Background: an optimization exercise with open tools, aiming at small area. Do not read the settings as production practice. Only simulation tests tie the RTL to the original design; equivalence was not proved.

== run 1 ==
Design vig_permcore, start of the top module:
module vig_permcore (
    input  wire       clk,
    input  wire       rst,         
    input  wire       in_valid,
    input  wire [1:0] in_op,       
    input  wire [7:0] in_data,
    input  wire [7:0] in_key,
    output wire       in_ready,
    output reg        out_valid,
    output wire [7:0] out_data,
    input  wire       out_ready,
    output reg        pvalid
);
For scale: roughly 1200 cells after synthesis, roughly 110 flip-flops, ~10000 µm² of cells after synthesis.
export LEC_CHECK = 0
export ABC_AREA = 1
export CAP_MARGIN = 20
export CORE_MARGIN = 2
export CORE_UTILIZATION = 25
export GPL_ROUTABILITY_DRIVEN = 0
export GPL_TIMING_DRIVEN = 0
export PLACE_DENSITY = 0.45
export SLEW_MARGIN = 20
create_clock -name core_clock -period 55.0 [get_ports {clk}]
standard.sh (not shown) runs the stock make flow with config.mk's settings and CLKGATE_MAP_FILE= SYNTH_SCRIPT=/design/flow/synth_recipe.tcl, a recipe that flattens the netlist after the stock synthesis.
==> flow/flow/run.sh <==
#!/bin/bash
# Own layout flow: the standard synthesis unchanged, then the standard layout with
# smaller port buffers and a clock tree of small buffers without dummy loads.
set -euo pipefail
bash standard.sh synth > synth.log 2>&1
bash standard.sh finish \
  BUFFER_PORTS_ARGS="-buffer_cell sky130_fd_sc_hd__buf_1" \
  CTS_ARGS="-sink_clustering_enable -repair_clock_nets -dont_use_dummy_load -buf_list {sky130_fd_sc_hd__clkbuf_4 sky130_fd_sc_hd__clkbuf_8}" \
  > layout.log 2>&1
Modified inputs, run 2 compared to run 1
==> flow/run.sh (new file) <==
#!/bin/bash
# synth_recipe.tcl (not shown) runs the flow's synth.tcl, then flattens the netlist and writes it again
# the make line also repeats each setting of config.mk as NAME=value (left out here)
make -C /OpenROAD-flow-scripts/flow DESIGN_CONFIG=/design/flow/config.mk WORK_HOME=/design/flow/orfs CLKGATE_MAP_FILE= SYNTH_SCRIPT=/design/flow/synth_recipe.tcl finish
--- a/flow/config.mk
+++ b/flow/config.mk
@@ -11,4 +11,3 @@
-export CORE_UTILIZATION = 25
-export GPL_ROUTABILITY_DRIVEN = 0
-export GPL_TIMING_DRIVEN = 0
-export PLACE_DENSITY = 0.45
+export CORE_UTILIZATION = 60
+export CTS_BUF_LIST = sky130_fd_sc_hd__clkbuf_4 sky130_fd_sc_hd__clkbuf_8
+export PLACE_DENSITY = 0.75
removed: flow/flow/run.sh
removed: flow/standard.sh
==> comparison <==
When the final numbers for run 2 and run 1 were put side by side, the fill cell total of the finished layout turned out to be greater in run 1. Of run 2 and run 1, the higher fraction of the cycle the final worst path needs belongs to run 1.
Relative to run 2, the following input files were edited for run 3:
==> flow/flow/run.sh (new file) <==
#!/bin/bash
# Own layout flow: the standard synthesis unchanged, then the standard layout with
# smaller port buffers and a clock tree of small buffers without dummy loads.
set -euo pipefail
bash standard.sh synth > synth.log 2>&1
bash standard.sh finish \
  BUFFER_PORTS_ARGS="-buffer_cell sky130_fd_sc_hd__buf_1" \
  CTS_ARGS="-sink_clustering_enable -repair_clock_nets -dont_use_dummy_load -buf_list {sky130_fd_sc_hd__clkbuf_4 sky130_fd_sc_hd__clkbuf_8}" \
  > layout.log 2>&1
==> flow/standard.sh (new file) <==
#!/bin/bash
# synth_recipe.tcl (not shown) runs the flow's synth.tcl, then flattens the netlist and writes it again
# the make line also repeats each setting of config.mk as NAME=value (left out here)
make -C /OpenROAD-flow-scripts/flow DESIGN_CONFIG=/design/flow/config.mk WORK_HOME=/design/flow/orfs CLKGATE_MAP_FILE= SYNTH_SCRIPT=/design/flow/synth_recipe.tcl "${@:-finish}"
--- a/flow/config.mk
+++ b/flow/config.mk
@@ -11,3 +11,2 @@
-export CORE_UTILIZATION = 60
-export CTS_BUF_LIST = sky130_fd_sc_hd__clkbuf_4 sky130_fd_sc_hd__clkbuf_8
-export PLACE_DENSITY = 0.75
+export CORE_UTILIZATION = 25
+export PLACE_DENSITY = 0.45
removed: flow/run.sh
Notes after the runs:
Going from run 2 to run 3, post-route fraction of the period consumed by the critical path shrinks by 0.62 points.
Run 2 ended up with sky130_fd_sc_hd__fa_1 as its worst-path cell with the longest stage delay; run 3 ended up with sky130_fd_sc_hd__buf_4.
Compared to run 2, run 3 was floorplanned on a bigger die.

* * *

Starting RTL as in the previous note.
Settings: LEC_CHECK=0, ABC_AREA=1, CAP_MARGIN=20, CORE_MARGIN=2, CORE_UTILIZATION=60, PLACE_DENSITY=0.75, SLEW_MARGIN=20; clock period 55.0 ns.
run.sh (not shown) runs the stock make flow with config.mk's settings and CLKGATE_MAP_FILE= SYNTH_SCRIPT=/design/flow/synth_recipe.tcl, a recipe that flattens the netlist after the stock synthesis.
Stock flow here: none of the scripts above is used.
Then changed:
==> flow/flow/run.sh (new file) <==
#!/bin/bash
# Own layout flow: the standard synthesis unchanged, then the standard layout with
# smaller port buffers and a clock tree of small buffers without dummy loads.
set -euo pipefail
bash standard.sh synth > synth.log 2>&1
bash standard.sh finish \
  BUFFER_PORTS_ARGS="-buffer_cell sky130_fd_sc_hd__buf_1" \
  CTS_ARGS="-sink_clustering_enable -repair_clock_nets -dont_use_dummy_load -buf_list {sky130_fd_sc_hd__clkbuf_8 sky130_fd_sc_hd__clkbuf_16} -sink_clustering_size 35 -sink_clustering_max_diameter 100" \
  > layout.log 2>&1
==> flow/standard.sh (new file) <==
#!/bin/bash
# synth_recipe.tcl (not shown) runs the flow's synth.tcl, then flattens the netlist and writes it again
# the make line also repeats each setting of config.mk as NAME=value (left out here)
make -C /OpenROAD-flow-scripts/flow DESIGN_CONFIG=/design/flow/config.mk WORK_HOME=/design/flow/orfs CLKGATE_MAP_FILE= SYNTH_SCRIPT=/design/flow/synth_recipe.tcl "${@:-finish}"
- CORE_UTILIZATION: 60 -> 25
- PLACE_DENSITY: 0.75 -> 0.45
removed: flow/run.sh
Result:
- final cell count increases by 21%
- cell area went up by 1.1%
- count of clock-buffer cells in the layout is unchanged
Then changed:
--- a/flow/flow/run.sh
+++ b/flow/flow/run.sh
@@ -8 +8 @@
-  CTS_ARGS="-sink_clustering_enable -repair_clock_nets -dont_use_dummy_load -buf_list {sky130_fd_sc_hd__clkbuf_8 sky130_fd_sc_hd__clkbuf_16} -sink_clustering_size 35 -sink_clustering_max_diameter 100" \
+  CTS_ARGS="-sink_clustering_enable -repair_clock_nets -dont_use_dummy_load -buf_list {sky130_fd_sc_hd__clkbuf_4 sky130_fd_sc_hd__clkbuf_8}" \
- CAP_MARGIN: 20 -> 0
- SLEW_MARGIN: 20 -> 0
Synthesized cell count stays the same.
Die area is unchanged.
Register-to-register slack improved by 0.02 ns.
Fmax stays flat.
Utilization is lower by 0.26 points.
Non-clock buffer count is unchanged.
Worst setup slack improved by 0.017 ns.
Via count is about the same.
Then changed:
==> flow/run.sh (new file) <==
#!/bin/bash
# synth_recipe.tcl (not shown) runs the flow's synth.tcl, then flattens the netlist and writes it again
# the make line also repeats each setting of config.mk as NAME=value (left out here)
make -C /OpenROAD-flow-scripts/flow DESIGN_CONFIG=/design/flow/config.mk WORK_HOME=/design/flow/orfs CLKGATE_MAP_FILE= SYNTH_SCRIPT=/design/flow/synth_recipe.tcl finish
- CAP_MARGIN: 0 -> 20
- SLEW_MARGIN: 0 -> 20
removed: flow/flow/run.sh
removed: flow/standard.sh
Result:
- hold slack degrades by 0.0060 ns
- design area went up by 3.4%
Then changed:
==> flow/flow/run.sh (new file) <==
#!/bin/bash
# Own layout flow: the standard synthesis unchanged, then the standard layout with
# smaller port buffers and a clock tree of small buffers without dummy loads.
set -euo pipefail
bash standard.sh synth > synth.log 2>&1
bash standard.sh finish \
  BUFFER_PORTS_ARGS="-buffer_cell sky130_fd_sc_hd__buf_1" \
  CTS_ARGS="-sink_clustering_enable -repair_clock_nets -dont_use_dummy_load -buf_list {sky130_fd_sc_hd__clkbuf_4 sky130_fd_sc_hd__clkbuf_8} -sink_clustering_size 12 -sink_clustering_max_diameter 40" \
  > layout.log 2>&1
==> flow/standard.sh (new file) <==
#!/bin/bash
# synth_recipe.tcl (not shown) runs the flow's synth.tcl, then flattens the netlist and writes it again
# the make line also repeats each setting of config.mk as NAME=value (left out here)
make -C /OpenROAD-flow-scripts/flow DESIGN_CONFIG=/design/flow/config.mk WORK_HOME=/design/flow/orfs CLKGATE_MAP_FILE= SYNTH_SCRIPT=/design/flow/synth_recipe.tcl "${@:-finish}"
removed: flow/run.sh
After rerunning:
- final area drops by 3.3%
- worst setup slack is better by 0.55 ns
- global-route usage came out lower by 0.23 points
- final cell count drops by 0.46%
- via count is about the same
- routed wire length falls by about 1.7%
- hold slack is better by 0.0060 ns
- count of clock-buffer cells in the layout is lower by 1
- first-iteration DRC count drops by about 20%
- clock skew goes up by 0.013 ns
- utilization went down by 0.93 points

## what the ideal ports hide
The results above use ideal ports. As a check the final layouts listed here were re-extracted and re-timed, cells and wires unchanged. Step 1 assumes that a clkbuf_16 drives the clock port and a buf_2 every other input. Step 2 adds t to the input delays and takes it off the output delays; t is the mean of the earliest and latest rising clock arrival at the registers after step 1. Input paths then give back, and output paths get back, about the clock's delay inside the block. Slacks: ideal / step 1 / step 2; pairs: ideal / step 1.
run | shift t [ns] | setup slack, ns | hold slack, ns | worst setup path at the end
run 1 | 0.436 | 21.267 / 21.267 / 21.267 | 0.477 / 0.477 / 0.477 | register to register
run 2 | 0.422 | 23.038 / 23.038 / 23.038 | 0.472 / 0.472 / 0.472 | register to register
run 3 | 0.428 | 23.381 / 23.381 / 23.381 | 0.478 / 0.478 / 0.478 | register to register
the first run of note 2 | 0.398 | 23.035 / 23.035 / 23.035 | 0.467 / 0.467 / 0.467 | register to register
the second run of note 2 | 0.400 | 23.364 / 23.364 / 23.364 | 0.469 / 0.469 / 0.469 | register to register
the third run of note 2 | 0.428 | 23.381 / 23.381 / 23.381 | 0.478 / 0.478 / 0.478 | register to register
the fourth run of note 2 | 0.407 | 22.830 / 22.830 / 22.830 | 0.472 / 0.472 / 0.472 | register to register
the fifth run of note 2 | 0.428 | 23.381 / 23.381 / 23.381 | 0.478 / 0.478 / 0.478 | register to register
After both steps every run listed still meets setup and hold.
